This design comes from an exercise in tuning for small area and a short achievable clock period on the open sky130 flow, not from production work.
Only simulation tests tie the RTL to the original design; equivalence was not proved.

Design r19c_top, start of the top module:
module r19c_top (
    input  wire        clk,
    input  wire        rst,
    input  wire        tmr_en,
    input  wire        ie_clr,
    input  wire        ie_set,
    input  wire        tset,
    input  wire [63:0] tset_val,
    input  wire [9:0]  adc_raw,
    input  wire        rev,
    input  wire        echo,
    output wire        trig,
    output wire        status,
    output wire [4:0]  hours,
    output wire [5:0]  minutes,
    output wire [5:0]  seconds,
    output wire [1:0]  clkmode,
    output reg         mainmode,
    output wire [31:0] dist_cm,
    output wire        dist_valid,
    output wire [1:0]  rres,
    output wire [63:0] now_us,
    output wire [63:0] now_ms,
    output reg         hb_stb,
    output reg         sample_stb,
    output reg         view_stb
);
Size in the first run: about 4,900 cells after synthesis, roughly 270 I/O pins.
Settings: LEC_CHECK=0, ABC_AREA=1, CAP_MARGIN=20, CORE_MARGIN=2, CORE_UTILIZATION=70, PLACE_DENSITY=0.8, SLEW_MARGIN=20; clock period 130.0 ns.
standard.sh (not shown) runs the stock make flow with config.mk's settings and CLKGATE_MAP_FILE= SYNTH_SCRIPT=/design/flow/synth_recipe.tcl, a recipe that flattens the netlist after the stock synthesis.
==> flow/flow/run.sh <==
#!/bin/bash
# Layout flow: the standard synthesis, then an area-oriented re-mapping of the
# combinational logic that is off the time-critical paths, then the standard layout.
#
# The cells kept as synthesis mapped them are the flip-flops and the fan-in cones of the
# divider's cut registers (u_tb.q_hi*, u_tb.s_hi*) and of the now_ms outputs; those cones
# hold the paths from the inputs and to the outputs that set the period. Everything else
# is re-mapped by ABC (remap.abc) for area. Each tool writes its own log here.
set -euo pipefail
W=$(pwd)
R=$W/orfs/results/${FLOW_PLATFORM}/r19c_top/base
LIB=${FLOW_HOME}/platforms/${FLOW_PLATFORM}/lib/sky130_fd_sc_hd__tt_025C_1v80.lib
YOSYS=${FLOW_HOME}/../tools/install/yosys/bin/yosys
[[ -x $YOSYS ]] || YOSYS=yosys

bash standard.sh synth > synth.log 2>&1
cp "$R/1_2_yosys.v" netlist_std.v

remap_ok=0
if python3 flow/crit.py netlist_std.v keep.v stubs.v "$LIB" 'u_tb.q_hi,u_tb.s_hi' 'now_ms' > crit.log 2>&1; then
  cat > remap.ys <<EOT
read_liberty -ignore_miss_func $LIB
read_verilog stubs.v
read_verilog keep.v
hierarchy -top ${FLOW_TOP}
flatten
rename -hide w:*.*
opt_clean -purge
abc -script $W/flow/remap.abc -liberty $LIB -dont_use *lpflow* -dont_use *probe* -dont_use *clkdly* -dont_use *dlygate* -dont_use *clkbuf* -dont_use *clkinv*
opt_clean -purge
splitnets
opt_clean -purge
hilomap -singleton -hicell sky130_fd_sc_hd__conb_1 HI -locell sky130_fd_sc_hd__conb_1 LO
insbuf -buf sky130_fd_sc_hd__buf_4 A X
opt_clean -purge
stat
write_verilog -noattr -nohex -nodec remapped_keep.v
EOT
  if "$YOSYS" -s remap.ys > remap.log 2>&1; then
    sed 's/KEEP_sky130/sky130/g' remapped_keep.v > remapped.v
    if python3 flow/ffcheck.py netlist_std.v remapped.v > ffcheck.log 2>&1; then
      remap_ok=1
    fi
  fi
fi
echo "remap_ok=$remap_ok" > remap_status.log
if [[ $remap_ok == 1 ]]; then
  cp remapped.v "$R/1_2_yosys.v"
  touch "$R/1_2_yosys.v"
fi

# Port buffers: a plain buffer in place of the delay buffer the tool picks by itself.
bash standard.sh "BUFFER_PORTS_ARGS=-buffer_cell sky130_fd_sc_hd__buf_2" finish > layout.log 2>&1
Other scripts of this flow, unchanged in this note and not shown: flow/flow/crit.py, flow/flow/ffcheck.py, flow/flow/remap.abc
Edit:
--- a/flow/flow/run.sh
+++ b/flow/flow/run.sh
@@ -52,2 +52,2 @@
 # Port buffers: a plain buffer in place of the delay buffer the tool picks by itself.
-bash standard.sh "BUFFER_PORTS_ARGS=-buffer_cell sky130_fd_sc_hd__buf_2" finish > layout.log 2>&1
+bash standard.sh "BUFFER_PORTS_ARGS=-buffer_cell sky130_fd_sc_hd__buf_1" finish > layout.log 2>&1
=> The changed run passed the timing, design-rule and antenna checks; synthesized area is unchanged; global-route usage falls by 0.50 points; non-clock buffer count stays the same.


Starting RTL as in the previous note.
==> flow/config.mk <==
export PLATFORM = sky130hd
export DESIGN_NAME = r19c_top
export DESIGN_NICKNAME = r19c_top
export VERILOG_FILES = /design/flow/design.v
export SDC_FILE = /design/flow/constraint.sdc
export NUM_CORES = 4
export LEC_CHECK = 0
export ABC_AREA = 1
export CAP_MARGIN = 20
export CORE_MARGIN = 2
export CORE_UTILIZATION = 70
export PLACE_DENSITY = 0.8
export SLEW_MARGIN = 20
==> flow/constraint.sdc <==
create_clock -name core_clock -period 130.0 [get_ports {clk}]
set_input_delay 26.0000 -clock core_clock [delete_from_list [all_inputs] [get_ports {clk}]]
set_output_delay 26.0000 -clock core_clock [all_outputs]
set_load 0.01 [all_outputs]
==> flow/flow/run.sh <==
#!/bin/bash
# Layout flow: the standard synthesis, then an area-oriented re-mapping of the
# combinational logic that is off the time-critical paths, then the standard layout.
#
# The cells kept as synthesis mapped them are the flip-flops and the fan-in cones of the
# divider's cut registers (u_tb.q_hi*, u_tb.s_hi*) and of the now_ms outputs; those cones
# hold the paths from the inputs and to the outputs that set the period. Everything else
# is re-mapped by ABC (remap.abc) for area. Each tool writes its own log here.
set -euo pipefail
W=$(pwd)
R=$W/orfs/results/${FLOW_PLATFORM}/r19c_top/base
LIB=${FLOW_HOME}/platforms/${FLOW_PLATFORM}/lib/sky130_fd_sc_hd__tt_025C_1v80.lib
YOSYS=${FLOW_HOME}/../tools/install/yosys/bin/yosys
[[ -x $YOSYS ]] || YOSYS=yosys

bash standard.sh synth > synth.log 2>&1
cp "$R/1_2_yosys.v" netlist_std.v

remap_ok=0
if python3 flow/crit.py netlist_std.v keep.v stubs.v "$LIB" 'u_tb.q_hi,u_tb.s_hi' 'now_ms' > crit.log 2>&1; then
  cat > remap.ys <<EOT
read_liberty -ignore_miss_func $LIB
read_verilog stubs.v
read_verilog keep.v
hierarchy -top ${FLOW_TOP}
flatten
rename -hide w:*.*
opt_clean -purge
abc -script $W/flow/remap.abc -liberty $LIB -dont_use *lpflow* -dont_use *probe* -dont_use *clkdly* -dont_use *dlygate* -dont_use *clkbuf* -dont_use *clkinv*
opt_clean -purge
splitnets
opt_clean -purge
hilomap -singleton -hicell sky130_fd_sc_hd__conb_1 HI -locell sky130_fd_sc_hd__conb_1 LO
insbuf -buf sky130_fd_sc_hd__buf_4 A X
opt_clean -purge
stat
write_verilog -noattr -nohex -nodec remapped_keep.v
EOT
  if "$YOSYS" -s remap.ys > remap.log 2>&1; then
    sed 's/KEEP_sky130/sky130/g' remapped_keep.v > remapped.v
    if python3 flow/ffcheck.py netlist_std.v remapped.v > ffcheck.log 2>&1; then
      remap_ok=1
    fi
  fi
fi
echo "remap_ok=$remap_ok" > remap_status.log
if [[ $remap_ok == 1 ]]; then
  cp remapped.v "$R/1_2_yosys.v"
  touch "$R/1_2_yosys.v"
fi

bash standard.sh > layout.log 2>&1
Other scripts of this flow, unchanged in this note and not shown: flow/flow/crit.py, flow/flow/ffcheck.py, flow/flow/remap.abc
The baseline went through all stages and came out clean.
Then changed:
--- a/flow/flow/run.sh
+++ b/flow/flow/run.sh
@@ -51,2 +51,3 @@
 
-bash standard.sh > layout.log 2>&1
+# Port buffers: a plain buffer in place of the delay buffer the tool picks by itself.
+bash standard.sh "BUFFER_PORTS_ARGS=-buffer_cell sky130_fd_sc_hd__buf_1" finish > layout.log 2>&1
Settings changed: CTS_CLUSTER_DIAMETER from default to 60, CTS_CLUSTER_SIZE from default to 24.
Result:
- via count came out lower slightly
- design area came out lower by a few percent
- wire length came out lower by a few percent
- die area is unchanged
- synthesized cell count does not change

static timing again, ports no longer ideal:
The results above use ideal ports. As a check the final layouts listed here were re-extracted and re-timed, cells and wires unchanged.
Step 1 (the two cells are an assumption about what drives the block):
set clk [get_ports {clk}]
set_driving_cell -lib_cell sky130_fd_sc_hd__clkbuf_16 $clk
set_driving_cell -lib_cell sky130_fd_sc_hd__buf_2 [delete_from_list [all_inputs] $clk]
Step 2 moves the port delays by t, midway between the first and last clock arrival at a register: inputs arrive t later, outputs are due t later. That takes back most of the time a late clock gives input paths.
a / b / c = ideal ports / drivers / drivers and shift; a / b = the first two.
run | t (ns) | setup WS [ns] | worst setup path after step 2 | clock arrival spread, ns
the first run of note 1 | 0.616 | 93.256 / 93.197 / 93.021 | input to register | 0.018 / 0.018
the second run of note 1 | 0.609 | 93.215 / 93.160 / 92.954 | input to register | 0.028 / 0.028
the first run of note 2 | 0.608 | 92.820 / 92.757 / 92.531 | input to register | 0.036 / 0.036
the second run of note 2 | 0.663 | 93.174 / 93.112 / 92.950 | input to register | 0.043 / 0.043
After both steps every run listed still meets setup and hold. The setup slack of the first run of note 2, which loses most, moves by -0.063 ns with the drivers and by -0.289 ns with both steps.
